Background: an optimization exercise with open tools, aiming at small area, a short achievable clock period and few clock cycles. Do not read the settings as production practice.
Function was checked by simulation only, so behaviour that the tests miss may differ from the original.
Power and IR drop assume default switching activity.

`run.sh`:
```
#!/bin/bash
# synth_recipe.tcl (not shown) runs the flow's synth.tcl, then flattens the netlist and writes it again
# the make line also repeats each setting of config.mk as NAME=value (left out here)
make -C /OpenROAD-flow-scripts/flow DESIGN_CONFIG=/design/flow/config.mk WORK_HOME=/design/flow/orfs CLKGATE_MAP_FILE= SYNTH_SCRIPT=/design/flow/synth_recipe.tcl finish
```
`config.mk`:
```
export PLATFORM = sky130hd
export DESIGN_NAME = fmma
export DESIGN_NICKNAME = fmma
export VERILOG_FILES = /design/flow/design.v
export SDC_FILE = /design/flow/constraint.sdc
export NUM_CORES = 4
export LEC_CHECK = 0
export ABC_CLOCK_PERIOD_IN_PS = 7000
export CAP_MARGIN = 20
export CORE_MARGIN = 2
export CORE_UTILIZATION = 30
export PLACE_DENSITY = 0.45
export SETUP_SLACK_MARGIN = 5
export SLEW_MARGIN = 20
```
`constraint.sdc`:
```
create_clock -name core_clock -period 14.0 [get_ports {clk}]
set_input_delay 2.8000 -clock core_clock [delete_from_list [all_inputs] [get_ports {clk}]]
set_output_delay 2.8000 -clock core_clock [all_outputs]
set_load 0.01 [all_outputs]
```
`design.v`:
```
module fmma (
    input  wire        clk,
    input  wire        rst,
    input  wire [4:0]  cfg_vc0,
    input  wire [1:0]  cfg_vc1,
    input  wire [1:0]  cfg_vc2,
    input  wire [19:0] cfg_clk0,
    input  wire [19:0] cfg_clk1,
    input  wire [19:0] cfg_clk2,
    input  wire [15:0] cfg_ref,
    input  wire        cmd_valid,
    output wire        cmd_ready,
    input  wire [15:0] cmd_dur,
    input  wire [5:0]  cmd_count,
    input  wire        peak_valid,
    output wire        peak_ready,
    input  wire [19:0] peak_freq,
    input  wire [15:0] peak_mag,
    output wire        ev_valid,
    input  wire        ev_ready,
    output wire        ev_wait,
    output wire [1:0]  ev_inst,
    output wire [8:0]  ev_addr,
    output wire [7:0]  ev_data,
    output wire [15:0] ev_count,
    output wire        err
);
    localparam NS = 24;
    localparam [2:0] S_IDLE  = 3'd0,
                     S_LOAD  = 3'd1,
                     S_DISC  = 3'd2,
                     S_MDR   = 3'd3;
    localparam OP_RLEVEL = 0, OP_KEYOFF = 1, OP_LEVEL = 2,
               OP_PITCHA = 3, OP_PITCHB = 4, OP_KEYON = 5;
    function is_opl3(input [4:0] v);
        is_opl3 = (v < 5'd18);
    endfunction
    function [1:0] v_inst(input [4:0] v);
        v_inst = (v < 5'd18) ? 2'd0 : (v < 5'd21) ? 2'd1 : 2'd2;
    endfunction
    function [3:0] v_chan(input [4:0] v);
        v_chan = (v < 5'd9)  ? v[3:0] :
                 (v < 5'd18) ? v[3:0] - 4'd9 :
                 (v < 5'd21) ? v[3:0] - 4'd2 :       
                               v[3:0] - 4'd5;        
    endfunction
    function [7:0] opl3_car(input [3:0] c);
        case (c)
            4'd0: opl3_car = 8'h03;
            4'd1: opl3_car = 8'h04;
            4'd2: opl3_car = 8'h05;
            4'd3: opl3_car = 8'h0B;
            4'd4: opl3_car = 8'h0C;
            4'd5: opl3_car = 8'h0D;
            4'd6: opl3_car = 8'h13;
            4'd7: opl3_car = 8'h14;
            default: opl3_car = 8'h15;
        endcase
    endfunction
    function [23:0] tl_thr(input [6:0] k);
        case (k)
      7'd1: tl_thr = 24'd16068298;
      7'd2: tl_thr = 24'd14739063;
      7'd3: tl_thr = 24'd13519788;
      7'd4: tl_thr = 24'd12401376;
      7'd5: tl_thr = 24'd11375484;
      7'd6: tl_thr = 24'd10434458;
      7'd7: tl_thr = 24'd9571277;
      7'd8: tl_thr = 24'd8779502;
      7'd9: tl_thr = 24'd8053226;
      7'd10: tl_thr = 24'd7387030;
      7'd11: tl_thr = 24'd6775945;
      7'd12: tl_thr = 24'd6215411;
      7'd13: tl_thr = 24'd5701247;
      7'd14: tl_thr = 24'd5229617;
      7'd15: tl_thr = 24'd4797001;
      7'd16: tl_thr = 24'd4400174;
      7'd17: tl_thr = 24'd4036174;
      7'd18: tl_thr = 24'd3702285;
      7'd19: tl_thr = 24'd3396017;
      7'd20: tl_thr = 24'd3115084;
      7'd21: tl_thr = 24'd2857392;
      7'd22: tl_thr = 24'd2621017;
      7'd23: tl_thr = 24'd2404196;
      7'd24: tl_thr = 24'd2205311;
      7'd25: tl_thr = 24'd2022878;
      7'd26: tl_thr = 24'd1855538;
      7'd27: tl_thr = 24'd1702040;
      7'd28: tl_thr = 24'd1561240;
      7'd29: tl_thr = 24'd1432088;
      7'd30: tl_thr = 24'd1313620;
      7'd31: tl_thr = 24'd1204952;
      7'd32: tl_thr = 24'd1105273;
      7'd33: tl_thr = 24'd1013841;
      7'd34: tl_thr = 24'd929972;
      7'd35: tl_thr = 24'd853040;
      7'd36: tl_thr = 24'd782473;
      7'd37: tl_thr = 24'd717744;
      7'd38: tl_thr = 24'd658369;
      7'd39: tl_thr = 24'd603906;
      7'd40: tl_thr = 24'd553949;
      7'd41: tl_thr = 24'd508124;
      7'd42: tl_thr = 24'd466090;
      7'd43: tl_thr = 24'd427533;
      7'd44: tl_thr = 24'd392165;
      7'd45: tl_thr = 24'd359724;
      7'd46: tl_thr = 24'd329966;
      7'd47: tl_thr = 24'd302670;
      7'd48: tl_thr = 24'd277632;
      7'd49: tl_thr = 24'd254665;
      7'd50: tl_thr = 24'd233598;
      7'd51: tl_thr = 24'd214274;
      7'd52: tl_thr = 24'd196548;
      7'd53: tl_thr = 24'd180289;
      7'd54: tl_thr = 24'd165375;
      7'd55: tl_thr = 24'd151694;
      7'd56: tl_thr = 24'd139145;
      7'd57: tl_thr = 24'd127635;
      7'd58: tl_thr = 24'd117076;
      7'd59: tl_thr = 24'd107391;
      7'd60: tl_thr = 24'd98507;
      7'd61: tl_thr = 24'd90358;
      7'd62: tl_thr = 24'd82883;
      7'd63: tl_thr = 24'd76027;
      7'd64: tl_thr = 24'd69738;
      7'd65: tl_thr = 24'd63969;
      7'd66: tl_thr = 24'd58677;
      7'd67: tl_thr = 24'd53823;
      7'd68: tl_thr = 24'd49370;
      7'd69: tl_thr = 24'd45286;
      7'd70: tl_thr = 24'd41540;
      7'd71: tl_thr = 24'd38103;
      7'd72: tl_thr = 24'd34951;
      7'd73: tl_thr = 24'd32060;
      7'd74: tl_thr = 24'd29408;
      7'd75: tl_thr = 24'd26975;
      7'd76: tl_thr = 24'd24743;
      7'd77: tl_thr = 24'd22697;
      7'd78: tl_thr = 24'd20819;
      7'd79: tl_thr = 24'd19097;
      7'd80: tl_thr = 24'd17517;
      7'd81: tl_thr = 24'd16068;
      7'd82: tl_thr = 24'd14739;
      7'd83: tl_thr = 24'd13519;
      7'd84: tl_thr = 24'd12401;
      7'd85: tl_thr = 24'd11375;
      7'd86: tl_thr = 24'd10434;
      7'd87: tl_thr = 24'd9571;
      7'd88: tl_thr = 24'd8779;
      7'd89: tl_thr = 24'd8053;
      7'd90: tl_thr = 24'd7387;
      7'd91: tl_thr = 24'd6775;
      7'd92: tl_thr = 24'd6215;
      7'd93: tl_thr = 24'd5701;
      7'd94: tl_thr = 24'd5229;
      7'd95: tl_thr = 24'd4797;
      7'd96: tl_thr = 24'd4400;
      7'd97: tl_thr = 24'd4036;
      7'd98: tl_thr = 24'd3702;
      7'd99: tl_thr = 24'd3396;
      7'd100: tl_thr = 24'd3115;
      7'd101: tl_thr = 24'd2857;
      7'd102: tl_thr = 24'd2621;
      7'd103: tl_thr = 24'd2404;
      7'd104: tl_thr = 24'd2205;
      7'd105: tl_thr = 24'd2022;
      7'd106: tl_thr = 24'd1855;
      7'd107: tl_thr = 24'd1702;
      7'd108: tl_thr = 24'd1561;
      7'd109: tl_thr = 24'd1432;
      7'd110: tl_thr = 24'd1313;
      7'd111: tl_thr = 24'd1204;
      7'd112: tl_thr = 24'd1105;
      7'd113: tl_thr = 24'd1013;
      7'd114: tl_thr = 24'd929;
      7'd115: tl_thr = 24'd853;
      7'd116: tl_thr = 24'd782;
      7'd117: tl_thr = 24'd717;
      7'd118: tl_thr = 24'd658;
      7'd119: tl_thr = 24'd603;
      7'd120: tl_thr = 24'd553;
      7'd121: tl_thr = 24'd508;
      7'd122: tl_thr = 24'd466;
      7'd123: tl_thr = 24'd427;
      7'd124: tl_thr = 24'd392;
      7'd125: tl_thr = 24'd359;
      7'd126: tl_thr = 24'd329;
      7'd127: tl_thr = 24'd302;
            default: tl_thr = 24'd16777215;
        endcase
    endfunction
    function [17:0] lv_step(input [16:0] r, input [15:0] d);
        reg [17:0] t;
        begin
            t = {r, 1'b0};
            if (!r[16]) t = t - {2'b00, d};
            else        t = t + {2'b00, d};
            lv_step = {t[16:0], !t[17]};
        end
    endfunction
    function [22:0] fn_step(input [21:0] p, input bi, input [20:0] d);
        reg [22:0] t;
        begin
            t = {p, bi};
            if (!p[21]) t = t - {2'b00, d};
            else        t = t + {2'b00, d};
            fn_step = {t[21:0], !t[22]};
        end
    endfunction
    function [4:0] first24(input [NS-1:0] m);
        integer q;
        begin
            first24 = 5'd0;
            for (q = NS - 1; q >= 0; q = q - 1)
                if (m[q]) first24 = q[4:0];
        end
    endfunction
    reg  [19:0] clk0, clk1, clk2;
    reg  [15:0] ref_mag;
    reg         err_r;
    reg  [NS-1:0] en;
    reg  [4:0]  nv;
    reg  [21:0] thr0;
    reg  [20:0] thr1, thr2;
    wire cfg_ok = (cfg_vc0 <= 5'd18) && (cfg_ref != 16'd0) &&
                  (cfg_clk0 != 20'd0) && (cfg_clk1 != 20'd0) && (cfg_clk2 != 20'd0);
    reg [NS-1:0] en_cfg;
    integer e;
    always @(*) begin
        for (e = 0; e < NS; e = e + 1) begin
            if (e < 18)      en_cfg[e] = (e < cfg_vc0);
            else if (e < 21) en_cfg[e] = (e - 18 < cfg_vc1);
            else             en_cfg[e] = (e - 21 < cfg_vc2);
        end
    end
    wire [31:0] lm0_cfg = ({12'd0, cfg_clk0} << 11) - {12'd0, cfg_clk0} - 32'd1;
    wire [31:0] lm1_cfg = ({12'd0, cfg_clk1} << 12) - {12'd0, cfg_clk1} - 32'd1;
    wire [31:0] lm2_cfg = ({12'd0, cfg_clk2} << 12) - {12'd0, cfg_clk2} - 32'd1;
    function [19:0] inst_clock(input [1:0] i);
        inst_clock = (i == 2'd0) ? clk0 : (i == 2'd1) ? clk1 : clk2;
    endfunction
    reg  [2:0]  state;
    reg  [15:0] dur_r;
    reg  [5:0]  left_r;
    reg  [5:0]  ld_idx;
    reg         pend_emit;        
    reg         pend_par;         
    reg         sp;               
    reg  [15:0] dur_b0, dur_b1;   
    reg  [NS-1:0] wp0, wp1;       
    reg  [NS-1:0] act;
    reg  [19:0] vf   [0:NS-1];    
    reg  [10:0] vtol [0:NS-1];    
    reg  [6:0]  vtl  [0:NS-1];    
    reg  [2:0]  vblk [0:NS-1];    
    reg  [10:0] vn   [0:NS-1];    
    reg  [5:0]  eops [0:NS-1];    
    reg  [4:0]  vkd  [0:17];      
    reg  [NS-1:0] claimed;
    reg  [NS-1:0] pend;           
    reg  [19:0] pk_f  [0:NS-1];
    reg  [6:0]  pk_tl [0:NS-1];   
    reg         e_busy;
    reg         e_par;
    reg  [4:0]  e_pos;
    reg         c9_v;
    reg  [4:0]  c9_s;
    reg  [1:0]  c9_t;
    reg         c9_par;
    wire        f_safe = e_busy ? ((e_par == c9_par) ? !pend_emit : (c9_s < e_pos))
                                : (!pend_emit || pend_par == c9_par);
    wire        stall  = c9_v && !f_safe;
    wire peak_rdy  = (state == S_DISC) || (state == S_LOAD && !stall);
    wire take_peak = peak_valid && peak_rdy;
    wire use_peak  = (state == S_LOAD) && (ld_idx < {1'b0, nv});
    reg         p0_v;
    reg  [19:0] p0_f;
    reg  [4:0]  p0_k;
    reg         m1_v;
    reg  [4:0]  m1_k;
    reg  [NS-1:0] m1_cand;
    reg  [10:0] m1_d [0:NS-1];
    reg  [5:0]  m1_le [0:5];      
    reg  [NS-1:0] cand_c;
    reg  [10:0] dist_c [0:NS-1];
    reg  [5:0]  le_c [0:5];
    reg  [20:0] df_c;
    reg  [10:0] ad_c;
    reg         rng_c;
    integer v, g;
    always @(*) begin
        for (v = 0; v < NS; v = v + 1) begin
            df_c = {1'b0, p0_f} - {1'b0, vf[v]};
            if (!df_c[20]) begin
                rng_c = (df_c[19:11] == 9'd0) && (df_c[10:0] <= vtol[v]);
                ad_c  = df_c[10:0];
            end else begin
                rng_c = (df_c[19:11] == 9'h1FF) && (df_c[10:0] != 11'd0) && (~df_c[10:0] < vtol[v]);
                ad_c  = ~df_c[10:0] + 11'd1;
            end
            dist_c[v] = ad_c;
            cand_c[v] = en[v] && act[v] && rng_c;
        end
        for (g = 0; g < 6; g = g + 1) begin
            le_c[g][0] = dist_c[4*g]   <= dist_c[4*g+1];
            le_c[g][1] = dist_c[4*g]   <= dist_c[4*g+2];
            le_c[g][2] = dist_c[4*g]   <= dist_c[4*g+3];
            le_c[g][3] = dist_c[4*g+1] <= dist_c[4*g+2];
            le_c[g][4] = dist_c[4*g+1] <= dist_c[4*g+3];
            le_c[g][5] = dist_c[4*g+2] <= dist_c[4*g+3];
        end
    end
    reg  [33:0] grp [0:5];        
    reg  [3:0]  gw, gr, gval;
    reg  [10:0] gbd, gsd;
    reg  [4:0]  gbi, gsi;
    integer h;
    always @(*) begin
        for (h = 0; h < 6; h = h + 1) begin
            gval[0] = m1_cand[4*h]   && !claimed[4*h];
            gval[1] = m1_cand[4*h+1] && !claimed[4*h+1];
            gval[2] = m1_cand[4*h+2] && !claimed[4*h+2];
            gval[3] = m1_cand[4*h+3] && !claimed[4*h+3];
            gw[0] = gval[0] && (!gval[1] ||  m1_le[h][0]) && (!gval[2] ||  m1_le[h][1]) && (!gval[3] ||  m1_le[h][2]);
            gw[1] = gval[1] && (!gval[0] || !m1_le[h][0]) && (!gval[2] ||  m1_le[h][3]) && (!gval[3] ||  m1_le[h][4]);
            gw[2] = gval[2] && (!gval[0] || !m1_le[h][1]) && (!gval[1] || !m1_le[h][3]) && (!gval[3] ||  m1_le[h][5]);
            gw[3] = gval[3] && (!gval[0] || !m1_le[h][2]) && (!gval[1] || !m1_le[h][4]) && (!gval[2] || !m1_le[h][5]);
            gr[0] = gval[0] && !gw[0] && (!gval[1] || gw[1] ||  m1_le[h][0]) && (!gval[2] || gw[2] ||  m1_le[h][1]) && (!gval[3] || gw[3] ||  m1_le[h][2]);
            gr[1] = gval[1] && !gw[1] && (!gval[0] || gw[0] || !m1_le[h][0]) && (!gval[2] || gw[2] ||  m1_le[h][3]) && (!gval[3] || gw[3] ||  m1_le[h][4]);
            gr[2] = gval[2] && !gw[2] && (!gval[0] || gw[0] || !m1_le[h][1]) && (!gval[1] || gw[1] || !m1_le[h][3]) && (!gval[3] || gw[3] ||  m1_le[h][5]);
            gr[3] = gval[3] && !gw[3] && (!gval[0] || gw[0] || !m1_le[h][2]) && (!gval[1] || gw[1] || !m1_le[h][4]) && (!gval[2] || gw[2] || !m1_le[h][5]);
            gbd = ({11{gw[0]}} & m1_d[4*h])   | ({11{gw[1]}} & m1_d[4*h+1]) |
                  ({11{gw[2]}} & m1_d[4*h+2]) | ({11{gw[3]}} & m1_d[4*h+3]);
            gsd = ({11{gr[0]}} & m1_d[4*h])   | ({11{gr[1]}} & m1_d[4*h+1]) |
                  ({11{gr[2]}} & m1_d[4*h+2]) | ({11{gr[3]}} & m1_d[4*h+3]);
            gbi = 4*h + (gw[1] ? 1 : gw[2] ? 2 : gw[3] ? 3 : 0);
            gsi = 4*h + (gr[1] ? 1 : gr[2] ? 2 : gr[3] ? 3 : 0);
            grp[h] = {|gw, gbd, gbi, |gr, gsd, gsi};
        end
    end
    function take_left(input lv, input [10:0] ld, input rv, input [10:0] rd);
        take_left = lv && (!rv || ld <= rd);
    endfunction
    function [33:0] merge2(input [33:0] l, input [33:0] r);
        reg tb, t1, t2;
        reg [16:0] lb, ls, rb, rs;
        begin
            lb = l[33:17]; ls = l[16:0]; rb = r[33:17]; rs = r[16:0];
            tb = take_left(lb[16], lb[15:5], rb[16], rb[15:5]);
            t1 = take_left(ls[16], ls[15:5], rb[16], rb[15:5]);
            t2 = take_left(lb[16], lb[15:5], rs[16], rs[15:5]);
            merge2 = tb ? {lb, (t1 ? ls : rb)} : {rb, (t2 ? lb : rs)};
        end
    endfunction
    wire [33:0] mg_a = merge2(grp[0], grp[1]);
    wire [33:0] mg_b = merge2(grp[2], grp[3]);
    wire [33:0] mg_c = merge2(grp[4], grp[5]);
    wire [33:0] mg_ab = merge2(mg_a, mg_b);
    wire [33:0] mg_f = merge2(mg_ab, mg_c);
    reg         m2_v;
    reg  [4:0]  m2_k;
    reg         m2_bv, m2_sv;
    reg  [4:0]  m2_bi, m2_si;
    wire        m2_bok   = m2_bv && !claimed[m2_bi];
    wire        m2_sok   = m2_sv && !claimed[m2_si];
    wire        mt_found = m2_bok || m2_sok;
    wire [4:0]  mt_s     = m2_bok ? m2_bi : m2_si;
    wire [NS-1:0] idle_m   = en & ~act & ~claimed;
    wire [4:0]    idle_s   = first24(idle_m);
    wire          idle_any = |idle_m;
    wire [NS-1:0] uact     = en & act & ~claimed;
    wire [4:0]    steal_s  = first24(uact);
    wire [4:0]    steal_k  = first24(pend);
    wire          pend_any = |pend;
    reg         l0_v, l1_v, l2_v, l3_v, l4_v, l5_v, l6_v, l7_v, l8_v, s1_v;
    reg  [4:0]  l0_k, l1_k, l2_k, l3_k, l4_k, l5_k, l6_k, l7_k, l8_k, s1_k;
    reg  [1:0]  l0_c, l1_c, l2_c, l3_c, l4_c, l5_c, l6_c, l7_c, l8_c, s1_c;    
    reg  [16:0] l0_r, l1_r, l2_r, l3_r, l4_r, l5_r, l6_r, l7_r;
    reg  [23:0] l0_q, l1_q, l2_q, l3_q, l4_q, l5_q, l6_q, l7_q, l8_q, s1_q;
    reg  [6:0]  s1_t, s2_t;
    reg         s2_v;
    reg  [4:0]  s2_k;
    reg  [1:0]  s2_c;
    reg  [23:0] s2_q;
    wire [17:0] l0_s = lv_step({1'b0, peak_mag}, ref_mag);
    function [40:0] lv_steps3(input [16:0] r, input [23:0] q, input [15:0] d);
        reg [17:0] s;
        reg [16:0] rr;
        reg [23:0] qq;
        integer u;
        begin
            rr = r; qq = q;
            for (u = 0; u < 3; u = u + 1) begin
                s = lv_step(rr, d); rr = s[17:1]; qq = {qq[22:0], s[0]};
            end
            lv_steps3 = {rr, qq};
        end
    endfunction
    function [23:0] lv_last2(input [16:0] r, input [23:0] q, input [15:0] d);
        reg [17:0] s;
        reg [16:0] rr;
        reg [23:0] qq;
        integer u;
        begin
            rr = r; qq = q;
            for (u = 0; u < 2; u = u + 1) begin
                s = lv_step(rr, d); rr = s[17:1]; qq = {qq[22:0], s[0]};
            end
            lv_last2 = qq;
        end
    endfunction
    wire [40:0] l1_n = lv_steps3(l0_r, l0_q, ref_mag);
    wire [40:0] l2_n = lv_steps3(l1_r, l1_q, ref_mag);
    wire [40:0] l3_n = lv_steps3(l2_r, l2_q, ref_mag);
    wire [40:0] l4_n = lv_steps3(l3_r, l3_q, ref_mag);
    wire [40:0] l5_n = lv_steps3(l4_r, l4_q, ref_mag);
    wire [40:0] l6_n = lv_steps3(l5_r, l5_q, ref_mag);
    wire [40:0] l7_n = lv_steps3(l6_r, l6_q, ref_mag);
    wire [23:0] l8_n = lv_last2(l7_r, l7_q, ref_mag);
    function [6:0] tl_search(input [23:0] q, input [6:0] t0, input integer hi, input integer lo);
        reg [6:0] t, tt;
        integer u;
        begin
            t = t0;
            for (u = 6; u >= 0; u = u - 1) begin
                if (u <= hi && u >= lo) begin
                    tt = t | (7'd1 << u);
                    if (q <= tl_thr(tt)) t = tt;
                end
            end
            tl_search = t;
        end
    endfunction
    wire [6:0] s1_n = tl_search(l8_q, 7'd0, 6, 5);
    wire [6:0] s2_n = tl_search(s1_q, s1_t, 4, 2);
    wire [6:0] s3_n = tl_search(s2_q, s2_t, 1, 0);
    wire [6:0] lv_out = s2_c[1] ? 7'd127 : s2_c[0] ? 7'd0 : s3_n;
    always @(posedge clk) begin
      if (rst) begin
        l0_v <= 1'b0; l1_v <= 1'b0; l2_v <= 1'b0; l3_v <= 1'b0; l4_v <= 1'b0;
        l5_v <= 1'b0; l6_v <= 1'b0; l7_v <= 1'b0; l8_v <= 1'b0; s1_v <= 1'b0; s2_v <= 1'b0;
      end else if (!stall) begin
        l0_v <= take_peak && use_peak;
        l0_k <= ld_idx[4:0];
        l0_c <= {peak_mag == 16'd0, peak_mag >= ref_mag};
        l0_r <= l0_s[17:1];
        l0_q <= {23'd0, l0_s[0]};
        l1_v <= l0_v; l1_k <= l0_k; l1_c <= l0_c; {l1_r, l1_q} <= l1_n;
        l2_v <= l1_v; l2_k <= l1_k; l2_c <= l1_c; {l2_r, l2_q} <= l2_n;
        l3_v <= l2_v; l3_k <= l2_k; l3_c <= l2_c; {l3_r, l3_q} <= l3_n;
        l4_v <= l3_v; l4_k <= l3_k; l4_c <= l3_c; {l4_r, l4_q} <= l4_n;
        l5_v <= l4_v; l5_k <= l4_k; l5_c <= l4_c; {l5_r, l5_q} <= l5_n;
        l6_v <= l5_v; l6_k <= l5_k; l6_c <= l5_c; {l6_r, l6_q} <= l6_n;
        l7_v <= l6_v; l7_k <= l6_k; l7_c <= l6_c; {l7_r, l7_q} <= l7_n;
        l8_v <= l7_v; l8_k <= l7_k; l8_c <= l7_c; l8_q <= l8_n;
        s1_v <= l8_v; s1_k <= l8_k; s1_c <= l8_c; s1_q <= l8_q; s1_t <= s1_n;
        s2_v <= s1_v; s2_k <= s1_k; s2_c <= s1_c; s2_q <= s1_q; s2_t <= s2_n;
        if (s2_v)
            pk_tl[s2_k] <= lv_out;
      end
    end
    reg        c1_v, c2_v, c3_v, c4_v, c5_v, c6_v, c7_v, c8_v;
    reg [4:0]  c1_s, c2_s, c3_s, c4_s, c5_s, c6_s, c7_s, c8_s;
    reg [4:0]  c1_k, c2_k, c3_k, c4_k, c5_k, c6_k, c7_k, c8_k, c9_k;
    reg [1:0]  c1_t, c2_t, c3_t, c4_t, c5_t, c6_t, c7_t, c8_t;   
    reg        c1_par, c2_par, c3_par, c4_par, c5_par, c6_par, c7_par, c8_par;
    reg        c2_fit, c3_fit, c4_fit, c5_fit, c6_fit, c7_fit, c8_fit;
    reg [2:0]  c2_b, c3_b, c4_b, c5_b, c6_b, c7_b, c8_b, c9_b;
    reg [21:0] c2_p, c3_p, c4_p, c5_p, c6_p, c7_p;
    reg [2:0]  c2_h, c3_h, c4_h, c5_h, c6_h, c7_h;       
    reg [10:0] c2_lo;
    reg [8:0]  c3_lo;
    reg [6:0]  c4_lo;
    reg [4:0]  c5_lo;
    reg [2:0]  c6_lo;
    reg        c7_lo;
    reg [10:0] c3_q, c4_q, c5_q, c6_q, c7_q, c8_q, c9_n;
    reg [6:0]  c9_tl0;
    reg [2:0]  c9_b0;
    reg [10:0] c9_n0;
    wire        c1_opl3 = is_opl3(c1_s);
    wire [1:0]  c1_i    = v_inst(c1_s);
    wire [19:0] c1_f    = pk_f[c1_k];
    wire [19:0] c1_clk  = inst_clock(c1_i);
    wire [21:0] c1_thr  = (c1_i == 2'd0) ? thr0 : (c1_i == 2'd1) ? {1'b0, thr1} : {1'b0, thr2};
    reg  [2:0]  c1_b;
    reg         c1_fit;
    integer bb;
    always @(*) begin
        c1_b = 3'd7; c1_fit = 1'b0;
        for (bb = 7; bb >= 0; bb = bb - 1) begin
            if ({2'b00, c1_f} <= (c1_thr >> (7 - bb))) begin
                c1_b = bb[2:0]; c1_fit = 1'b1;
            end
        end
    end
    reg         cb_v, cb_par, cb_fit;
    reg  [4:0]  cb_s, cb_k;
    reg  [1:0]  cb_t;
    reg  [2:0]  cb_b;
    reg  [19:0] cb_f;
    wire        cb_opl3 = is_opl3(cb_s);
    wire [19:0] cb_clk  = inst_clock(v_inst(cb_s));
    wire [4:0]  cb_sh  = (cb_opl3 ? 5'd17 : 5'd18) - {2'd0, cb_b};
    wire [31:0] cb_num = ({12'd0, cb_f} << cb_sh) + {12'd0, cb_clk};
    wire [2:0]  c1_bf  = c1_fit ? c1_b : 3'd7;
    wire [10:0] c1_tt  = c1_opl3 ? c1_clk[19:9] : {1'b0, c1_clk[19:10]};
    wire [10:0] c1_tol = c1_tt >> (3'd7 - c1_bf);
    function [23:0] fn_steps2(input [21:0] p, input [1:0] bits, input [20:0] d);
        reg [22:0] s;
        reg [21:0] pp;
        reg [1:0]  qq;
        begin
            s = fn_step(p, bits[1], d);  pp = s[22:1]; qq[1] = s[0];
            s = fn_step(pp, bits[0], d); pp = s[22:1]; qq[0] = s[0];
            fn_steps2 = {pp, qq};
        end
    endfunction
    wire [20:0] c2_d = {({20{c2_h[0]}} & clk0) | ({20{c2_h[1]}} & clk1) | ({20{c2_h[2]}} & clk2), 1'b0};
    wire [20:0] c3_d = {({20{c3_h[0]}} & clk0) | ({20{c3_h[1]}} & clk1) | ({20{c3_h[2]}} & clk2), 1'b0};
    wire [20:0] c4_d = {({20{c4_h[0]}} & clk0) | ({20{c4_h[1]}} & clk1) | ({20{c4_h[2]}} & clk2), 1'b0};
    wire [20:0] c5_d = {({20{c5_h[0]}} & clk0) | ({20{c5_h[1]}} & clk1) | ({20{c5_h[2]}} & clk2), 1'b0};
    wire [20:0] c6_d = {({20{c6_h[0]}} & clk0) | ({20{c6_h[1]}} & clk1) | ({20{c6_h[2]}} & clk2), 1'b0};
    wire [20:0] c7_d = {({20{c7_h[0]}} & clk0) | ({20{c7_h[1]}} & clk1) | ({20{c7_h[2]}} & clk2), 1'b0};
    wire [23:0] c3_n = fn_steps2(c2_p, c2_lo[10:9], c2_d);
    wire [23:0] c4_n = fn_steps2(c3_p, c3_lo[8:7], c3_d);
    wire [23:0] c5_n = fn_steps2(c4_p, c4_lo[6:5], c4_d);
    wire [23:0] c6_n = fn_steps2(c5_p, c5_lo[4:3], c5_d);
    wire [23:0] c7_n = fn_steps2(c6_p, c6_lo[2:1], c6_d);
    wire [22:0] c8_n = fn_step(c7_p, c7_lo, c7_d);
    wire        c8_opl3 = is_opl3(c8_s);
    wire [10:0] c8_nf   = c8_fit ? c8_q : (c8_opl3 ? 11'd1023 : 11'd2047);
    wire [2:0]  c8_bf   = c8_fit ? c8_b : 3'd7;
    wire        f_opl3 = is_opl3(c9_s);
    wire [6:0]  f_max  = f_opl3 ? 7'd63 : 7'd127;
    wire [6:0]  f_k    = pk_tl[c9_k];
    wire [6:0]  f_tl   = (f_opl3 && f_k > 7'd63) ? 7'd63 : f_k;
    wire        f_ct   = (c9_t == 2'd1);
    wire        f_st   = c9_t[1];
    wire        f_sl   = (c9_t == 2'd3);
    wire        f_lc   = (f_tl != c9_tl0);
    wire        f_pc   = (c9_b != c9_b0) || (c9_n != c9_n0);
    wire [5:0]  f_ops;
    assign f_ops[OP_RLEVEL] = f_sl && (c9_tl0 != f_max);
    assign f_ops[OP_KEYOFF] = f_sl;
    assign f_ops[OP_LEVEL]  = f_st || (f_ct && f_lc);
    assign f_ops[OP_PITCHA] = f_st || (f_ct && f_pc);
    assign f_ops[OP_PITCHB] = f_st || (f_ct && f_pc);
    assign f_ops[OP_KEYON]  = f_st && !f_opl3;
    reg  [NS-1:0] safe_m;
    integer sm;
    always @(*) begin
        for (sm = 0; sm < NS; sm = sm + 1)
            safe_m[sm] = e_busy ? ((e_par == sp) ? !pend_emit : (sm < e_pos))
                                : (!pend_emit || pend_par == sp);
    end
    reg         o_v, o_w;
    reg  [1:0]  o_inst;
    reg  [8:0]  o_addr;
    reg  [7:0]  o_data;
    reg  [15:0] o_cnt;
    reg  [15:0] e_dur;
    wire out_free = !o_v || ev_ready;
    reg  [NS-1:0] e_any;
    integer a;
    always @(*) begin
        for (a = 0; a < NS; a = a + 1)
            e_any[a] = ((eops[a] != 6'd0) || (e_par ? wp1[a] : wp0[a])) && (a >= e_pos);
    end
    wire        e_has  = |e_any;
    wire [4:0]  e_s    = first24(e_any);
    wire [5:0]  e_ops  = eops[e_s];
    wire        e_wt   = e_par ? wp1[e_s] : wp0[e_s];    
    wire [5:0]  e_op   = e_ops & (~e_ops + 6'd1);
    wire        e_last = ((e_ops & ~e_op) == 6'd0);
    wire        e_opl3 = is_opl3(e_s);
    wire [3:0]  e_c    = v_chan(e_s);
    wire [8:0]  e_bank = (e_s >= 5'd9 && e_s < 5'd18) ? 9'h100 : 9'h000;
    wire [6:0]  e_tl   = vtl[e_s];
    wire [10:0] e_n    = vn[e_s];
    wire [2:0]  e_b    = vblk[e_s];
    wire [4:0]  e_kd   = vkd[e_s];
    reg  [8:0]  ea;
    reg  [7:0]  ed;
    always @(*) begin
        if (e_opl3) begin
            if (e_op[OP_RLEVEL]) begin
                ea = e_bank + 9'h040 + {1'b0, opl3_car(e_c)}; ed = 8'd63;
            end else if (e_op[OP_KEYOFF]) begin
                ea = e_bank + 9'h0B0 + {5'd0, e_c}; ed = {3'b000, e_kd};
            end else if (e_op[OP_LEVEL]) begin
                ea = e_bank + 9'h040 + {1'b0, opl3_car(e_c)}; ed = {1'b0, e_tl};
            end else if (e_op[OP_PITCHA]) begin
                ea = e_bank + 9'h0A0 + {5'd0, e_c}; ed = e_n[7:0];
            end else begin
                ea = e_bank + 9'h0B0 + {5'd0, e_c}; ed = {3'b001, e_b, e_n[9:8]};
            end
        end else begin
            if (e_op[OP_RLEVEL]) begin
                ea = 9'h04C + {5'd0, e_c}; ed = 8'd127;
            end else if (e_op[OP_KEYOFF]) begin
                ea = 9'h028; ed = {4'h0, e_c};
            end else if (e_op[OP_LEVEL]) begin
                ea = 9'h04C + {5'd0, e_c}; ed = {1'b0, e_tl};
            end else if (e_op[OP_PITCHA]) begin
                ea = 9'h0A4 + {5'd0, e_c}; ed = {2'b00, e_b, e_n[10:8]};
            end else if (e_op[OP_PITCHB]) begin
                ea = 9'h0A0 + {5'd0, e_c}; ed = e_n[7:0];
            end else begin
                ea = 9'h028; ed = {4'hF, e_c};
            end
        end
    end
    assign cmd_ready  = (state == S_IDLE) && (!pend_emit || !e_busy);
    assign peak_ready = peak_rdy;
    assign ev_valid   = o_v;
    assign ev_wait    = o_w;
    assign ev_inst    = o_inst;
    assign ev_addr    = o_addr;
    assign ev_data    = o_data;
    assign ev_count   = o_cnt;
    assign err        = err_r;
    wire push_m = m2_v && !stall && (mt_found || idle_any);
    wire m_idle = (state == S_MDR) && !p0_v && !m1_v && !m2_v;    
    wire push_s = m_idle && !stall && pend_any;
    wire prev_done = sp ? (wp0 == {NS{1'b0}}) : (wp1 == {NS{1'b0}});
    wire push_t = m_idle && !pend_any && prev_done && !pend_emit && ((uact & ~safe_m) == {NS{1'b0}});
    wire acc_ok  = (state == S_IDLE) && cmd_valid && cmd_ready && !err_r && (cmd_dur != 16'd0);
    wire e_start = !e_busy && pend_emit;
    integer j;
    always @(posedge clk) begin
        if (rst) begin
            clk0    <= cfg_clk0;
            clk1    <= cfg_clk1;
            clk2    <= cfg_clk2;
            ref_mag <= cfg_ref;
            err_r   <= !cfg_ok;
            en      <= en_cfg;
            nv      <= cfg_vc0 + {3'd0, cfg_vc1} + {3'd0, cfg_vc2};
            thr0    <= lm0_cfg[31:10];
            thr1    <= lm1_cfg[31:11];
            thr2    <= lm2_cfg[31:11];
            state   <= S_IDLE;
            pend_emit <= 1'b0;
            sp      <= 1'b0;
            wp0     <= {NS{1'b0}};
            wp1     <= {NS{1'b0}};
            act     <= {NS{1'b0}};
            for (j = 0; j < NS; j = j + 1)
                eops[j] <= 6'd0;
            p0_v <= 1'b0;
            m1_v <= 1'b0;
            m2_v <= 1'b0;
            c1_v <= 1'b0; cb_v <= 1'b0; c2_v <= 1'b0; c3_v <= 1'b0; c4_v <= 1'b0; c5_v <= 1'b0;
            c6_v <= 1'b0; c7_v <= 1'b0; c8_v <= 1'b0; c9_v <= 1'b0;
            e_busy <= 1'b0;
            o_v    <= 1'b0;
            o_w    <= 1'b0;
        end else begin
            case (state)
            S_IDLE: if (cmd_valid && cmd_ready) begin
                dur_r   <= cmd_dur;
                left_r  <= cmd_count;
                ld_idx  <= 6'd0;
                claimed <= {NS{1'b0}};
                pend    <= {NS{1'b0}};
                if (acc_ok) begin
                    sp <= !sp;
                    if (sp) dur_b0 <= cmd_dur;
                    else    dur_b1 <= cmd_dur;
                end
                if (cmd_dur == 16'd0)
                    err_r <= 1'b1;
                if (err_r || cmd_dur == 16'd0)
                    state <= (cmd_count != 6'd0) ? S_DISC : S_IDLE;
                else
                    state <= (cmd_count != 6'd0) ? S_LOAD : S_MDR;
            end
            S_LOAD, S_DISC: if (take_peak) begin
                ld_idx <= ld_idx + 6'd1;
                left_r <= left_r - 6'd1;
                if (left_r == 6'd1)
                    state <= (state == S_DISC) ? S_IDLE : S_MDR;
            end
            S_MDR: if (m_idle && !pend_any && prev_done && !pend_emit) begin
                for (j = 0; j < NS; j = j + 1) begin
                    if (uact[j] && safe_m[j]) begin
                        act[j]  <= 1'b0;
                        eops[j] <= {4'b0000, 1'b1, vtl[j] != ((j < 18) ? 7'd63 : 7'd127)};
                        if (j < 18)
                            vkd[j] <= {vblk[j], vn[j][9:8]};
                    end
                end
                if (push_t) begin
                    pend_emit <= 1'b1;
                    pend_par  <= sp;
                    state     <= S_IDLE;
                end
            end
            default: state <= S_IDLE;
            endcase
            if (!stall) begin
                p0_v <= take_peak && use_peak;
                p0_f <= peak_freq;
                p0_k <= ld_idx[4:0];
                m1_v    <= p0_v;
                m1_k    <= p0_k;
                m2_v    <= m1_v;
                m2_k    <= m1_k;
                m2_bv   <= mg_f[33];
                m2_bi   <= mg_f[21:17];
                m2_sv   <= mg_f[16];
                m2_si   <= mg_f[4:0];
                m1_cand <= cand_c;
                for (j = 0; j < NS; j = j + 1)
                    m1_d[j] <= dist_c[j];
                for (j = 0; j < 6; j = j + 1)
                    m1_le[j] <= le_c[j];
            end
            if (p0_v && !stall)
                pk_f[p0_k] <= p0_f;
            if (m2_v && !stall) begin
                if (mt_found) begin
                    claimed[mt_s] <= 1'b1;
                    if (sp) wp1[mt_s] <= 1'b1; else wp0[mt_s] <= 1'b1;
                end else if (idle_any) begin
                    claimed[idle_s] <= 1'b1;
                    if (sp) wp1[idle_s] <= 1'b1; else wp0[idle_s] <= 1'b1;
                end else begin
                    pend[m2_k] <= 1'b1;
                end
            end
            if (push_s) begin
                claimed[steal_s] <= 1'b1;
                pend[steal_k]    <= 1'b0;
                if (sp) wp1[steal_s] <= 1'b1; else wp0[steal_s] <= 1'b1;
            end
            if (!stall) begin
                c1_v <= push_m || push_s;
                c1_par <= sp;
                c1_s <= push_s ? steal_s : mt_found ? mt_s : idle_s;
                c1_k <= push_s ? steal_k : m2_k;
                c1_t <= push_s ? 2'd3 : mt_found ? 2'd1 : 2'd2;
                cb_v <= c1_v; cb_s <= c1_s; cb_k <= c1_k; cb_t <= c1_t; cb_par <= c1_par;
                cb_fit <= c1_fit; cb_b <= c1_b; cb_f <= c1_f;
                c2_v <= cb_v; c2_s <= cb_s; c2_k <= cb_k; c2_t <= cb_t; c2_par <= cb_par;
                c2_fit <= cb_fit; c2_b <= cb_b;
                c2_p <= {1'b0, cb_num[31:11]}; c2_lo <= cb_num[10:0];
                c2_h <= {cb_s >= 5'd21, cb_s >= 5'd18 && cb_s < 5'd21, cb_s < 5'd18};
                c3_h <= c2_h; c4_h <= c3_h; c5_h <= c4_h; c6_h <= c5_h; c7_h <= c6_h;
                if (c1_v) begin
                    act[c1_s]  <= 1'b1;
                    vf[c1_s]   <= c1_f;
                    vtol[c1_s] <= c1_tol;
                end
                c3_v <= c2_v; c3_s <= c2_s; c3_k <= c2_k; c3_t <= c2_t; c3_par <= c2_par;
                c3_fit <= c2_fit; c3_b <= c2_b;
                c3_p <= c3_n[23:2]; c3_lo <= c2_lo[8:0]; c3_q <= {c3_n[1:0], 9'd0};
                c4_v <= c3_v; c4_s <= c3_s; c4_k <= c3_k; c4_t <= c3_t; c4_par <= c3_par;
                c4_fit <= c3_fit; c4_b <= c3_b;
                c4_p <= c4_n[23:2]; c4_lo <= c3_lo[6:0]; c4_q <= {c3_q[10:9], c4_n[1:0], 7'd0};
                c5_v <= c4_v; c5_s <= c4_s; c5_k <= c4_k; c5_t <= c4_t; c5_par <= c4_par;
                c5_fit <= c4_fit; c5_b <= c4_b;
                c5_p <= c5_n[23:2]; c5_lo <= c4_lo[4:0]; c5_q <= {c4_q[10:7], c5_n[1:0], 5'd0};
                c6_v <= c5_v; c6_s <= c5_s; c6_k <= c5_k; c6_t <= c5_t; c6_par <= c5_par;
                c6_fit <= c5_fit; c6_b <= c5_b;
                c6_p <= c6_n[23:2]; c6_lo <= c5_lo[2:0]; c6_q <= {c5_q[10:5], c6_n[1:0], 3'd0};
                c7_v <= c6_v; c7_s <= c6_s; c7_k <= c6_k; c7_t <= c6_t; c7_par <= c6_par;
                c7_fit <= c6_fit; c7_b <= c6_b;
                c7_p <= c7_n[23:2]; c7_lo <= c6_lo[0]; c7_q <= {c6_q[10:3], c7_n[1:0], 1'd0};
                c8_v <= c7_v; c8_s <= c7_s; c8_k <= c7_k; c8_t <= c7_t; c8_par <= c7_par;
                c8_fit <= c7_fit; c8_b <= c7_b;
                c8_q <= {c7_q[10:1], c8_n[0]};
                c9_v <= c8_v; c9_s <= c8_s; c9_k <= c8_k; c9_t <= c8_t; c9_par <= c8_par;
                c9_n <= c8_nf; c9_b <= c8_bf;
                c9_tl0 <= vtl[c8_s]; c9_b0 <= vblk[c8_s]; c9_n0 <= vn[c8_s];
                if (c9_v) begin
                    if (c9_par) wp1[c9_s] <= 1'b0;
                    else        wp0[c9_s] <= 1'b0;
                    vtl[c9_s]  <= f_tl;
                    vblk[c9_s] <= c9_b;
                    vn[c9_s]   <= c9_n;
                    eops[c9_s] <= f_ops;
                    if (c9_s < 5'd18)
                        vkd[c9_s] <= {c9_b0, c9_n0[9:8]};
                end
            end
            if (out_free) begin
                if (e_busy && e_has && e_wt) begin
                    o_v <= 1'b0;
                end else if (e_busy && e_has) begin
                    o_v    <= 1'b1;
                    o_w    <= 1'b0;
                    o_inst <= v_inst(e_s);
                    o_addr <= ea;
                    o_data <= ed;
                    eops[e_s] <= e_ops & ~e_op;
                    e_pos  <= e_last ? e_s + 5'd1 : e_s;
                end else if (e_busy) begin
                    o_v    <= 1'b1;
                    o_w    <= 1'b1;
                    o_cnt  <= e_dur;
                    e_busy <= 1'b0;
                end else begin
                    o_v <= 1'b0;
                end
            end
            if (e_start) begin
                e_busy    <= 1'b1;
                e_par     <= pend_par;
                e_pos     <= 5'd0;
                e_dur     <= pend_par ? dur_b1 : dur_b0;
                pend_emit <= 1'b0;
            end
        end
    end
endmodule
```
==> impl_results.html, run 1 <==
<table>
<tr><th>Metric</th><th>Value</th></tr>
<tr><th colspan="2">Critical path</th></tr>
<tr><td>Most frequent cell on the critical path</td><td>sky130_fd_sc_hd__o21a_1</td></tr>
<tr><td>Class of the most critical setup path</td><td>reg2reg</td></tr>
<tr><td>Worst EP arrival</td><td>10.75 ns</td></tr>
<tr><td>Startpoint types</td><td>flop</td></tr>
<tr><td>Stage delay of the slowest cell on the critical path</td><td>0.40 ns</td></tr>
<tr><td>Critical Path Slowest Stage Cell</td><td>sky130_fd_sc_hd__edfxtp_1</td></tr>
<tr><td>Endpoint class of the critical path</td><td>flop</td></tr>
<tr><td>Data required time of the critical path</td><td>14.88 ns</td></tr>
<tr><td>Largest fanout of any net on the critical path</td><td>8</td></tr>
<tr><th colspan="2">Timing</th></tr>
<tr><td>Setup violation total in the final timing report</td><td>0</td></tr>
<tr><td>Post-route fraction of the period consumed by the critical path</td><td>0.705</td></tr>
<tr><td>Maximum achievable frequency</td><td>101 MHz</td></tr>
<tr><td>Shortest clock period the worst path allows after layout</td><td>9.88 ns</td></tr>
<tr><td>Post-route clock skew</td><td>0.195 ns</td></tr>
<tr><td>Sum Neg Setup Slack</td><td>0 ns</td></tr>
<tr><td>Worst-margin pin slew</td><td>1.26 ns</td></tr>
<tr><td>Slew headroom</td><td>0.151</td></tr>
<tr><td>Setup repair after global routing missed its margin</td><td>true</td></tr>
<tr><td>Hold violation count in the final report</td><td>0</td></tr>
<tr><td>Final-report max-slew violation count</td><td>0</td></tr>
<tr><th colspan="2">Pwr</th></tr>
<tr><td>Relative contribution of combinational cells to total power</td><td>0.606</td></tr>
<tr><td>Part of the total power dissipated in the clock network</td><td>0.169</td></tr>
<tr><td>IR Drop Worst-Case VDD</td><td>0.000460 V</td></tr>
<tr><td>Leakage component of the power</td><td>120 nW</td></tr>
<tr><td>Switching power as a share of total power</td><td>0.438</td></tr>
<tr><td>Share of total power in sequential cells</td><td>0.224</td></tr>
<tr><td>Power spent charging and discharging nets</td><td>33.2 mW</td></tr>
<tr><td>Internal power consumption</td><td>42.7 mW</td></tr>
<tr><td>Areal power density over the cells</td><td>249 nW/um^2</td></tr>
<tr><th colspan="2">Logic synthesis</th></tr>
<tr><td>Number of flops mapped to enable cells by yosys</td><td>3818</td></tr>
<tr><td>Cell accounting for the most synthesized area</td><td>sky130_fd_sc_hd__edfxtp_1</td></tr>
<tr><td>Average cell area after synthesis</td><td>10.5 sq um</td></tr>
<tr><td>Top cells by area, synth</td><td>sky130_fd_sc_hd__edfxtp_1 (43%), sky130_fd_sc_hd__ha_1 (14%), sky130_fd_sc_hd__xnor2_1 (4.0%)</td></tr>
<tr><td>Syn Std Cell Area</td><td>266000 sq um</td></tr>
<tr><td>Post-Synthesis Cells</td><td>25239</td></tr>
<tr><td>Flip-flop cell with the highest count after synthesis</td><td>sky130_fd_sc_hd__edfxtp_1</td></tr>
<tr><td>Seq/Total Area, Yosys</td><td>0.440</td></tr>
<tr><td>Share of synthesized registers carrying an async set or reset</td><td>0</td></tr>
<tr><td>Yosys reg bits</td><td>3928</td></tr>
<tr><td>Cell variety after synth</td><td>114</td></tr>
<tr><td>Post-synth top area share</td><td>0.432</td></tr>
<tr><td>Warnings from Yosys</td><td>6</td></tr>
<tr><th colspan="2">Floorplanning</th></tr>
<tr><td>Row count</td><td>345</td></tr>
<tr><td>Die Wd</td><td>945 microns</td></tr>
<tr><td>Num ports</td><td>188</td></tr>
<tr><td>Vertical die dimension</td><td>945 microns</td></tr>
<tr><td>Initial cell density of the core</td><td>0.301</td></tr>
<tr><td>Core area</td><td>882000 sq um</td></tr>
<tr><td>Die Area</td><td>893000 sq um</td></tr>
<tr><th colspan="2">Cells and area</th></tr>
<tr><td>Final cell area excluding filler cells</td><td>305000 sq um</td></tr>
<tr><td>Synth-to-layout area growth</td><td>14.9%</td></tr>
<tr><td>Share of layout cells above drive strength 1</td><td>0.105</td></tr>
<tr><td>Multi-input logic area</td><td>140000 sq um</td></tr>
<tr><td>Register Area</td><td>117000 sq um</td></tr>
<tr><td>Final Net Count</td><td>29179</td></tr>
<tr><td>Count of fill cells added during filler insertion</td><td>88572</td></tr>
<tr><th colspan="2">Clock network</th></tr>
<tr><td>Skew-Pair Late Insertion Delay</td><td>1.20 ns</td></tr>
<tr><td>Clk slew on worst S/H paths</td><td>0.06 ns</td></tr>
<tr><td>Post-cts hold buffer count</td><td>0</td></tr>
<tr><td>Clock tree from TritonCTS</td><td>built</td></tr>
<tr><td>Number of H-tree branching levels</td><td>5</td></tr>
<tr><td>Buffers from clock root to sink, at most</td><td>4</td></tr>
<tr><td>Clock buffer count from CTS</td><td>473</td></tr>
<tr><td># clock sinks</td><td>3928</td></tr>
<tr><td>Clock root buffer</td><td>sky130_fd_sc_hd__clkbuf_16</td></tr>
<tr><th colspan="2">Global route</th></tr>
<tr><td>Via count of the first global-routing pass</td><td>197551</td></tr>
<tr><td>Initial antenna violation count</td><td>115</td></tr>
<tr><td>Overflow left after global routing</td><td>0</td></tr>
<tr><td>Maximum number of pins on one net before global-route repair</td><td>144</td></tr>
<tr><td>First-pass GRT wire length</td><td>1430000 microns</td></tr>
<tr><td>Tot GR Track Use</td><td>0.218</td></tr>
<tr><th colspan="2">Drt</th></tr>
<tr><td>Detailed-route wire length per cell</td><td>26.4 microns</td></tr>
<tr><td>Total number of vias</td><td>204829</td></tr>
<tr><td>Routed WL</td><td>1010000 microns</td></tr>
<tr><td>Iteration-0 DRC Markers</td><td>20384</td></tr>
<tr><td>Final antenna-violating net count</td><td>0</td></tr>
<tr><td>Number of iterations in the first detailed-routing pass</td><td>15</td></tr>
<tr><td>Drt via density</td><td>5.35</td></tr>
<tr><td>Number of remaining DRC errors</td><td>0</td></tr>
<tr><th colspan="2">Placement</th></tr>
<tr><td>Placer Congestion</td><td>0.907</td></tr>
<tr><td>Placement Cell Area</td><td>285000 sq um</td></tr>
<tr><td># port buffers</td><td>187</td></tr>
<tr><td>DP Wirelength</td><td>722000 microns</td></tr>
<tr><th colspan="2">Status</th></tr>
<tr><td>Result of the run</td><td>timing/DRC/antenna clean</td></tr>
<tr><th colspan="2">Job</th></tr>
<tr><td>Number of max-capacitance violations reported</td><td>0</td></tr>
<tr><th colspan="2">Min path</th></tr>
<tr><td>Tightest Hold Check Type</td><td>reg2reg</td></tr>
</table>
## cell families after synthesis
logic type	count (synthesis)	share of synthesized area
compound gates	5892	0.144
xor+xnor	1415	0.0467
fa+ha+maj	2990	0.143
buf+inv	3054	0.0439
flops	3928	0.440
mux	997	0.0582
other cells	1	0.0000141
simple gates	6962	0.124
## state kept, by name, summed over array words and instances, names as in the netlist, 36 cells and up, named ones only
signal	count
vn	352
vkd	120
vblk	96
pk_f	480
m1_le	36
vf	480
vtl	224
pk_tl	168
vtol	264
eops	144
m1_d	264
## cell type report
class	instances	share of cell area
Sequential cell	3928	0.383
Tap cell	11798	0.0484
Multi-Input combinational cell	18284	0.457
Antenna cell	59	0.000484
Clock buffer	545	0.0398
Inverter	2258	0.0279
Timing Repair Buffer	1096	0.0306
Clock inverter	336	0.0125
## cells in the mapped netlist (57+ instances only)
library cell / instances
sky130_fd_sc_hd__or2_2: 93
sky130_fd_sc_hd__o31a_1: 58
sky130_fd_sc_hd__a31oi_1: 219
sky130_fd_sc_hd__nor4_1: 166
sky130_fd_sc_hd__nor2_1: 1778
sky130_fd_sc_hd__buf_1: 131
sky130_fd_sc_hd__nand2b_1: 340
sky130_fd_sc_hd__mux4_2: 425
sky130_fd_sc_hd__nor2b_1: 411
sky130_fd_sc_hd__o21ai_0: 1229
sky130_fd_sc_hd__a222oi_1: 175
sky130_fd_sc_hd__buf_2: 99
sky130_fd_sc_hd__mux2_2: 114
sky130_fd_sc_hd__a311oi_1: 91
sky130_fd_sc_hd__mux2i_1: 453
sky130_fd_sc_hd__o31ai_1: 158
sky130_fd_sc_hd__a21oi_1: 1730
sky130_fd_sc_hd__a221oi_1: 57
sky130_fd_sc_hd__a211oi_1: 165
sky130_fd_sc_hd__nor3_1: 410
sky130_fd_sc_hd__edfxtp_1: 3818
sky130_fd_sc_hd__nand2_1: 2074
sky130_fd_sc_hd__o21a_1: 287
sky130_fd_sc_hd__o22ai_1: 60
sky130_fd_sc_hd__and3_1: 306
sky130_fd_sc_hd__nand3_1: 608
sky130_fd_sc_hd__ha_1: 2924
sky130_fd_sc_hd__a21o_1: 356
sky130_fd_sc_hd__dfxtp_1: 110
sky130_fd_sc_hd__xor2_1: 211
sky130_fd_sc_hd__clkbuf_1: 552
sky130_fd_sc_hd__nand4_1: 317
sky130_fd_sc_hd__inv_1: 2238
sky130_fd_sc_hd__o41ai_1: 57
sky130_fd_sc_hd__o21bai_1: 404
sky130_fd_sc_hd__fa_1: 66
sky130_fd_sc_hd__xnor2_1: 1204
sky130_fd_sc_hd__o211ai_1: 89
sky130_fd_sc_hd__and2_1: 138
sky130_fd_sc_hd__or3_1: 130
sky130_fd_sc_hd__a22oi_1: 123
sky130_fd_sc_hd__a21boi_0: 95
## per-layer routing
metal | GRT usage | vias to the layer above | routed length, microns
li1 | - | 94902 | -
met1 | 0.305 | 101418 | 457000
met2 | 0.351 | 7095 | 455000
met3 | 0.0280 | 1390 | 63900
met4 | 0.0670 | 24 | 36300
met5 | 0 | - | 161
## cells in the final DEF (no fill, tap or decap), types with 90 or more instances in the layout
cell                                 n
sky130_fd_sc_hd__mux4_2            425
sky130_fd_sc_hd__nand3_1           605
sky130_fd_sc_hd__a222oi_1          175
sky130_fd_sc_hd__o21bai_1          402
sky130_fd_sc_hd__and2_1            138
sky130_fd_sc_hd__nor4_1            161
sky130_fd_sc_hd__inv_1            2213
sky130_fd_sc_hd__xnor2_1          1192
sky130_fd_sc_hd__edfxtp_1         3818
sky130_fd_sc_hd__nor2b_1           400
sky130_fd_sc_hd__o21ai_0          1164
sky130_fd_sc_hd__a31oi_1           215
sky130_fd_sc_hd__nand2b_1          328
sky130_fd_sc_hd__a22oi_1           116
sky130_fd_sc_hd__clkbuf_16         476
sky130_fd_sc_hd__o21a_1            287
sky130_fd_sc_hd__nor2_1           1690
sky130_fd_sc_hd__nand2_1          2048
sky130_fd_sc_hd__ha_1             2912
sky130_fd_sc_hd__a21o_1            356
sky130_fd_sc_hd__or3_1             129
sky130_fd_sc_hd__a211oi_1          158
sky130_fd_sc_hd__nand4_1           317
sky130_fd_sc_hd__a21oi_1          1686
sky130_fd_sc_hd__a311oi_1           90
sky130_fd_sc_hd__o31ai_1           147
sky130_fd_sc_hd__and3_1            304
sky130_fd_sc_hd__clkinv_2          102
sky130_fd_sc_hd__nor3_1            394
sky130_fd_sc_hd__dfxtp_1           104
sky130_fd_sc_hd__buf_4             812
sky130_fd_sc_hd__mux2_2            114
sky130_fd_sc_hd__mux2i_1           446
sky130_fd_sc_hd__clkdlybuf4s50_1   186
sky130_fd_sc_hd__or2_2              94
sky130_fd_sc_hd__clkinv_1          104
sky130_fd_sc_hd__xor2_1            205
## power groups by stage
stage	clock, mW	sequential (mW)	combinational (mW)
2_1_floorplan	0	16.9	32.3
4_1_cts	13.2	17.0	45.1
6_report	12.9	17.0	46.0
3_5_place_dp	0	17.3	44.0
3_3_place_gp	0	17.3	43.9
5_1_grt	13.6	17.1	51.3
## per-stage QoR
step	util	hold slack, ns	setup slack, ns	std cells	power (mW)
finish	0.346	0.258	4.12	38304	75.9
global route	0.346	0.310	3.72	38257	82.0
global placement	0.323	0.400	1.95	37024	61.2
detailed placement	0.323	0.405	2.19	37030	61.3
floorplan	-	0.400	3.88	25258	49.2
CTS	0.344	0.271	4.30	38120	75.3
## repair_timing
item,in CTS,in global routing
cloned,8,6
endpoints found under the hold margin,0,0
buffers inserted,201,109
setup endpoints to repair,207,218
pin swaps,75,90
gates resized for setup,236,154
## path summary, 6_finish.rpt
path,from,end,slack [ns],cells after the start
max,claimed[6]$_DFFE_PN_,m2_si[2]$_DFFE_PP_,4.12,55
max reg2reg,claimed[6]$_DFFE_PN_,m2_si[2]$_DFFE_PP_,4.12,55
min reg2reg,c6_t[1]$_DFFE_PP_,c7_t[1]$_DFFE_PP_,0.26,0
min,c6_t[1]$_DFFE_PP_,c7_t[1]$_DFFE_PP_,0.26,0
## worst max-delay path, delay by kind of cell, from the launching register on
kind	cells	cell delay, ns
buf+inv	5	0.80
mux	1	0.27
flops	1	0.40
simple gates	9	0.93
fa+ha+maj	3	0.72
compound gates	37	6.51
Testbench counts, summed over its fixed seeds: cycles 22,157.
==> inputs of run 2 (changes only) <==
--- a/design.v
+++ b/design.v
@@ -611,7 +611,7 @@
             end
         end
     end
-    assign cmd_ready  = (state == S_IDLE) && (!pend_emit || !e_busy);
+    assign cmd_ready  = ((state == S_IDLE) && (!pend_emit || !e_busy)) || (push_t && !e_busy);
     assign peak_ready = peak_rdy;
     assign ev_valid   = o_v;
     assign ev_wait    = o_w;
@@ -625,7 +625,8 @@
     wire push_s = m_idle && !stall && pend_any;
     wire prev_done = sp ? (wp0 == {NS{1'b0}}) : (wp1 == {NS{1'b0}});
     wire push_t = m_idle && !pend_any && prev_done && !pend_emit && ((uact & ~safe_m) == {NS{1'b0}});
-    wire acc_ok  = (state == S_IDLE) && cmd_valid && cmd_ready && !err_r && (cmd_dur != 16'd0);
+    wire take_cmd = cmd_valid && cmd_ready;
+    wire acc_ok  = take_cmd && !err_r && (cmd_dur != 16'd0);
     wire e_start = !e_busy && pend_emit;
     integer j;
     always @(posedge clk) begin
@@ -658,24 +659,6 @@
             o_w    <= 1'b0;
         end else begin
             case (state)
-            S_IDLE: if (cmd_valid && cmd_ready) begin
-                dur_r   <= cmd_dur;
-                left_r  <= cmd_count;
-                ld_idx  <= 6'd0;
-                claimed <= {NS{1'b0}};
-                pend    <= {NS{1'b0}};
-                if (acc_ok) begin
-                    sp <= !sp;
-                    if (sp) dur_b0 <= cmd_dur;
-                    else    dur_b1 <= cmd_dur;
-                end
-                if (cmd_dur == 16'd0)
-                    err_r <= 1'b1;
-                if (err_r || cmd_dur == 16'd0)
-                    state <= (cmd_count != 6'd0) ? S_DISC : S_IDLE;
-                else
-                    state <= (cmd_count != 6'd0) ? S_LOAD : S_MDR;
-            end
             S_LOAD, S_DISC: if (take_peak) begin
                 ld_idx <= ld_idx + 6'd1;
                 left_r <= left_r - 6'd1;
@@ -699,6 +682,24 @@
             end
             default: state <= S_IDLE;
             endcase
+            if (take_cmd) begin
+                dur_r   <= cmd_dur;
+                left_r  <= cmd_count;
+                ld_idx  <= 6'd0;
+                claimed <= {NS{1'b0}};
+                pend    <= {NS{1'b0}};
+                if (acc_ok) begin
+                    sp <= !sp;
+                    if (sp) dur_b0 <= cmd_dur;
+                    else    dur_b1 <= cmd_dur;
+                end
+                if (cmd_dur == 16'd0)
+                    err_r <= 1'b1;
+                if (err_r || cmd_dur == 16'd0)
+                    state <= (cmd_count != 6'd0) ? S_DISC : S_IDLE;
+                else
+                    state <= (cmd_count != 6'd0) ? S_LOAD : S_MDR;
+            end
             if (!stall) begin
                 p0_v <= take_peak && use_peak;
                 p0_f <= peak_freq;
==> run 2 against run 1 <==
Effect of this change: cell count is 0.24% higher; die area is 0.15% higher; routed wire length up 1.7%; critical path type unchanged; utilization down 0.056 points; still clean; combinational power barely moved; total power is essentially flat; largest cell class unchanged; sequential power hardly changed.
==> impl_results.html, run 2 <==
<table>
<tr><th>Metric</th><th>Value</th></tr>
<tr><th colspan="2">Status</th></tr>
<tr><td>Result of the run</td><td>timing/DRC/antenna clean</td></tr>
<tr><th colspan="2">Global route</th></tr>
<tr><td>Maximum number of pins on one net before global-route repair</td><td>136</td></tr>
<tr><td>Initial antenna violation count</td><td>127</td></tr>
<tr><td>Tot GR Track Use</td><td>0.221</td></tr>
<tr><td>First-pass GRT wire length</td><td>1460000 microns</td></tr>
<tr><td>Overflow left after global routing</td><td>0</td></tr>
<tr><td>Via count of the first global-routing pass</td><td>198940</td></tr>
<tr><th colspan="2">Cells and area</th></tr>
<tr><td>Share of layout cells above drive strength 1</td><td>0.0998</td></tr>
<tr><td>Synth-to-layout area growth</td><td>14.7%</td></tr>
<tr><td>Registers with the most flip-flops</td><td>pk_f: 480 flops, vf: 480 flops, vn: 352 flops</td></tr>
<tr><td>Final cell count without fillers</td><td>38396</td></tr>
<tr><td>Count of fill cells added during filler insertion</td><td>88830</td></tr>
<tr><td>Most frequent cells in the layout</td><td>sky130_fd_sc_hd__edfxtp_1 (3826), sky130_fd_sc_hd__ha_1 (2910), sky130_fd_sc_hd__nand2_1 (2176), sky130_fd_sc_hd__inv_1 (2100), sky130_fd_sc_hd__nor2_1 (1673)</td></tr>
<tr><td>Most common library cell in the layout ignoring fill and taps</td><td>sky130_fd_sc_hd__edfxtp_1</td></tr>
<tr><th colspan="2">Min path</th></tr>
<tr><td>Source of the worst hold timing path</td><td>c8_par$_DFFE_PP_</td></tr>
<tr><td>Endpoint, Worst Hold</td><td>c9_par$_DFFE_PP_</td></tr>
<tr><td>Hold depth</td><td>0</td></tr>
<tr><th colspan="2">Timing</th></tr>
<tr><td>Shortest clock period the worst path allows after layout</td><td>9.85 ns</td></tr>
<tr><td>Setup repair after global routing missed its margin</td><td>true</td></tr>
<tr><td>Sum Neg Setup Slack</td><td>0 ns</td></tr>
<tr><td>Hold violation count in the final report</td><td>0</td></tr>
<tr><td>Maximum achievable frequency</td><td>102 MHz</td></tr>
<tr><td>Final-report max-slew violation count</td><td>0</td></tr>
<tr><td>Slew headroom</td><td>0.182</td></tr>
<tr><th colspan="2">Logic synthesis</th></tr>
<tr><td>Number of flops mapped to enable cells by yosys</td><td>3826</td></tr>
<tr><td>Syn Std Cell Area</td><td>266000 sq um</td></tr>
<tr><td>Seq/Total Area, Yosys</td><td>0.440</td></tr>
<tr><td>Post-Synthesis Cells</td><td>25391</td></tr>
<tr><td>Share of synthesized registers carrying an async set or reset</td><td>0</td></tr>
<tr><td>Warnings from Yosys</td><td>6</td></tr>
<tr><td>Library cell with the highest instance count after synthesis</td><td>sky130_fd_sc_hd__edfxtp_1</td></tr>
<tr><td>Post-synth top area share</td><td>0.432</td></tr>
<tr><td>Cell accounting for the most synthesized area</td><td>sky130_fd_sc_hd__edfxtp_1</td></tr>
<tr><td>Yosys reg bits</td><td>3936</td></tr>
<tr><td>Top cells by area, synth</td><td>sky130_fd_sc_hd__edfxtp_1 (43%), sky130_fd_sc_hd__ha_1 (14%), sky130_fd_sc_hd__xnor2_1 (3.9%)</td></tr>
<tr><th colspan="2">Drt</th></tr>
<tr><td>Drt via density</td><td>5.36</td></tr>
<tr><td>Detailed-route wire length per cell</td><td>26.8 microns</td></tr>
<tr><td>Number of iterations in the first detailed-routing pass</td><td>14</td></tr>
<tr><td>Final antenna-violating net count</td><td>0</td></tr>
<tr><td>Total number of vias</td><td>205880</td></tr>
<tr><td>Iteration-0 DRC Markers</td><td>21488</td></tr>
<tr><td>Routed WL</td><td>1030000 microns</td></tr>
<tr><th colspan="2">Pwr</th></tr>
<tr><td>Leakage component of the power</td><td>119 nW</td></tr>
<tr><td>Areal power density over the cells</td><td>249 nW/um^2</td></tr>
<tr><td>IR Drop Worst-Case VDD</td><td>0.000498 V</td></tr>
<tr><td>Design Power</td><td>75.9 mW</td></tr>
<tr><th colspan="2">Critical path</th></tr>
<tr><td>Endpoint class of the critical path</td><td>flop</td></tr>
<tr><td>Crit Reg-Reg Startpoint</td><td>claimed[4]$_DFFE_PN_</td></tr>
<tr><td>Data required time of the critical path</td><td>14.82 ns</td></tr>
<tr><td>Startpoint types</td><td>flop</td></tr>
<tr><td>Worst reg2reg setup slack</td><td>4.15 ns</td></tr>
<tr><td>Worst EP arrival</td><td>10.67 ns</td></tr>
<tr><td>Most frequent cell on the critical path</td><td>sky130_fd_sc_hd__o21a_1</td></tr>
<tr><td>First element of the critical path</td><td>claimed[4]$_DFFE_PN_</td></tr>
<tr><td>Class of the most critical setup path</td><td>reg2reg</td></tr>
<tr><td>Stage delay of the slowest cell on the critical path</td><td>0.49 ns</td></tr>
<tr><td>FF-to-FF End</td><td>m2_si[2]$_DFFE_PP_</td></tr>
<tr><th colspan="2">Placement</th></tr>
<tr><td>Placer Congestion</td><td>0.914</td></tr>
<tr><td># port buffers</td><td>187</td></tr>
<tr><td>Placed cells</td><td>37224</td></tr>
<tr><td>DP Wirelength</td><td>742000 microns</td></tr>
<tr><th colspan="2">Job</th></tr>
<tr><td>Number of max-capacitance violations reported</td><td>0</td></tr>
<tr><th colspan="2">Clock network</th></tr>
<tr><td>Clock tree from TritonCTS</td><td>built</td></tr>
<tr><td>Clock buffer count from CTS</td><td>477</td></tr>
<tr><td>Clk slew on worst S/H paths</td><td>0.07 ns</td></tr>
<tr><td># clock sinks</td><td>3936</td></tr>
<tr><th colspan="2">Floorplanning</th></tr>
<tr><td>Initial cell density of the core</td><td>0.301</td></tr>
<tr><td>Core area</td><td>883000 sq um</td></tr>
<tr><td>Die Area</td><td>894000 sq um</td></tr>
<tr><td>Num ports</td><td>188</td></tr>
<tr><td>Vertical die dimension</td><td>946 microns</td></tr>
</table>
run 2: cells by family (layout without fill, tap and decap cells):
kind of cell,count (synthesis),after routing,synth area share
AO/OA/AOI/OAI,5774,5775,0.141
XOR/XNOR,1433,1433,0.0472
adder cells (fa/ha/maj),2990,2990,0.143
buffers and inverters,2935,4060,0.0421
flip-flops,3936,3936,0.440
multiplexers,961,961,0.0557
other,1,80,0.0000141
AND/OR/NAND/NOR,7361,7363,0.131
run 2: worst max-delay path by stage:
stage,end,slack (ns),cells after the start
final,m2_si[2]$_DFFE_PP_,4.15,56
after global routing,m2_si[2]$_DFFE_PP_,3.82,55
after CTS,m2_si[2]$_DFFE_PP_,4.08,51
after detailed placement,m2_si[3]$_DFFE_PP_,2.01,51
after global placement,m2_si[3]$_DFFE_PP_,1.76,51
after floorplan,m2_si[2]$_DFFE_PP_,4.22,55
run 2: cell type report:
| type | instances | area (sq um) | area share |
|---|---|---|---|
| Multi-Input combinational cell | 18550 | 140000 | 0.460 |
| Sequential cell | 3936 | 117000 | 0.384 |
| Tap cell | 11798 | 14800 | 0.0484 |
| Clock buffer | 583 | 12500 | 0.0409 |
| Timing Repair Buffer | 1037 | 8950 | 0.0294 |
| Inverter | 2142 | 8100 | 0.0265 |
| Clock inverter | 298 | 3310 | 0.0108 |
| Antenna cell | 52 | 130 | 0.000427 |
run 2: metal layers:
layer  GRT usage  vias to the layer above  part of all wire  routed length, microns
met5           0                        -           0.00013                     137
met2       0.360                     7207              0.45                  468000
met4      0.0771                       22             0.041                   42100
li1            -                    95218                 -                       -
met3      0.0260                     1493             0.062                   64000
met1       0.304                   101940              0.44                  455000
run 2: metrics by stage:
stage	worst slack, ns	utilization	cell area (sq um)
2_1_floorplan	4.22	-	266000
3_3_place_gp	1.76	0.323	285000
3_5_place_dp	2.01	0.323	286000
4_1_cts	4.08	0.344	303000
5_1_grt	3.82	0.345	305000
6_report	4.15	0.345	305000
run 2: where the power goes:
group	total [mW]	internal (mW)	leakage, nW	switching (mW)
registers	17.1	16.3	36.6	0.742
clock network	12.7	7.19	7.60	5.49
logic	46.2	19.0	75.2	27.2
total	75.9	42.5	119	33.4
run 2: timing repair:
| item | 4_1_cts | 5_1_grt |
|---|---|---|
| endpoints found under the setup margin | 78 | 165 |
| gates resized for setup | 195 | 152 |
| gates cloned | 4 | 5 |
| setup buffers | 141 | 84 |
| pin swaps | 47 | 72 |
| hold buffers | 0 | 0 |
run 2: critical path: cells and delay by family (launching register included):
family	cells	cell delay, ns
buf+inv	4	0.54
fa+ha+maj	3	0.65
simple gates	11	1.45
compound gates	34	5.54
mux	4	1.00
flops	1	0.39
Testbench counts of run 2, summed over its fixed seeds: cycles 21,959.

-- afterwards: timing with drivers on the ports --
How much do the figures lean on ideal ports? The routed layouts below were timed once more, with nothing changed but the port constraints.
Step 1, drivers: a clkbuf_16 drives clk and a buf_2 each remaining input, both assumed.
Step 2 adds t to the input delays and takes it off the output delays; t is the mean of the earliest and latest rising clock arrival at the registers after step 1. Input paths then give back, and output paths get back, about the clock's delay inside the block.
a / b / c = ideal / step 1 / step 2; a / b = the first two.
run	t, ns	setup WS [ns]	worst setup path at the end	latest minus earliest clock arrival (ns)
run 1	1.251	4.125 / 4.125 / 4.125	register to register	0.199 / 0.199
run 2	1.250	4.150 / 4.150 / 4.150	register to register	0.165 / 0.165
After both steps every run listed still meets setup and hold.
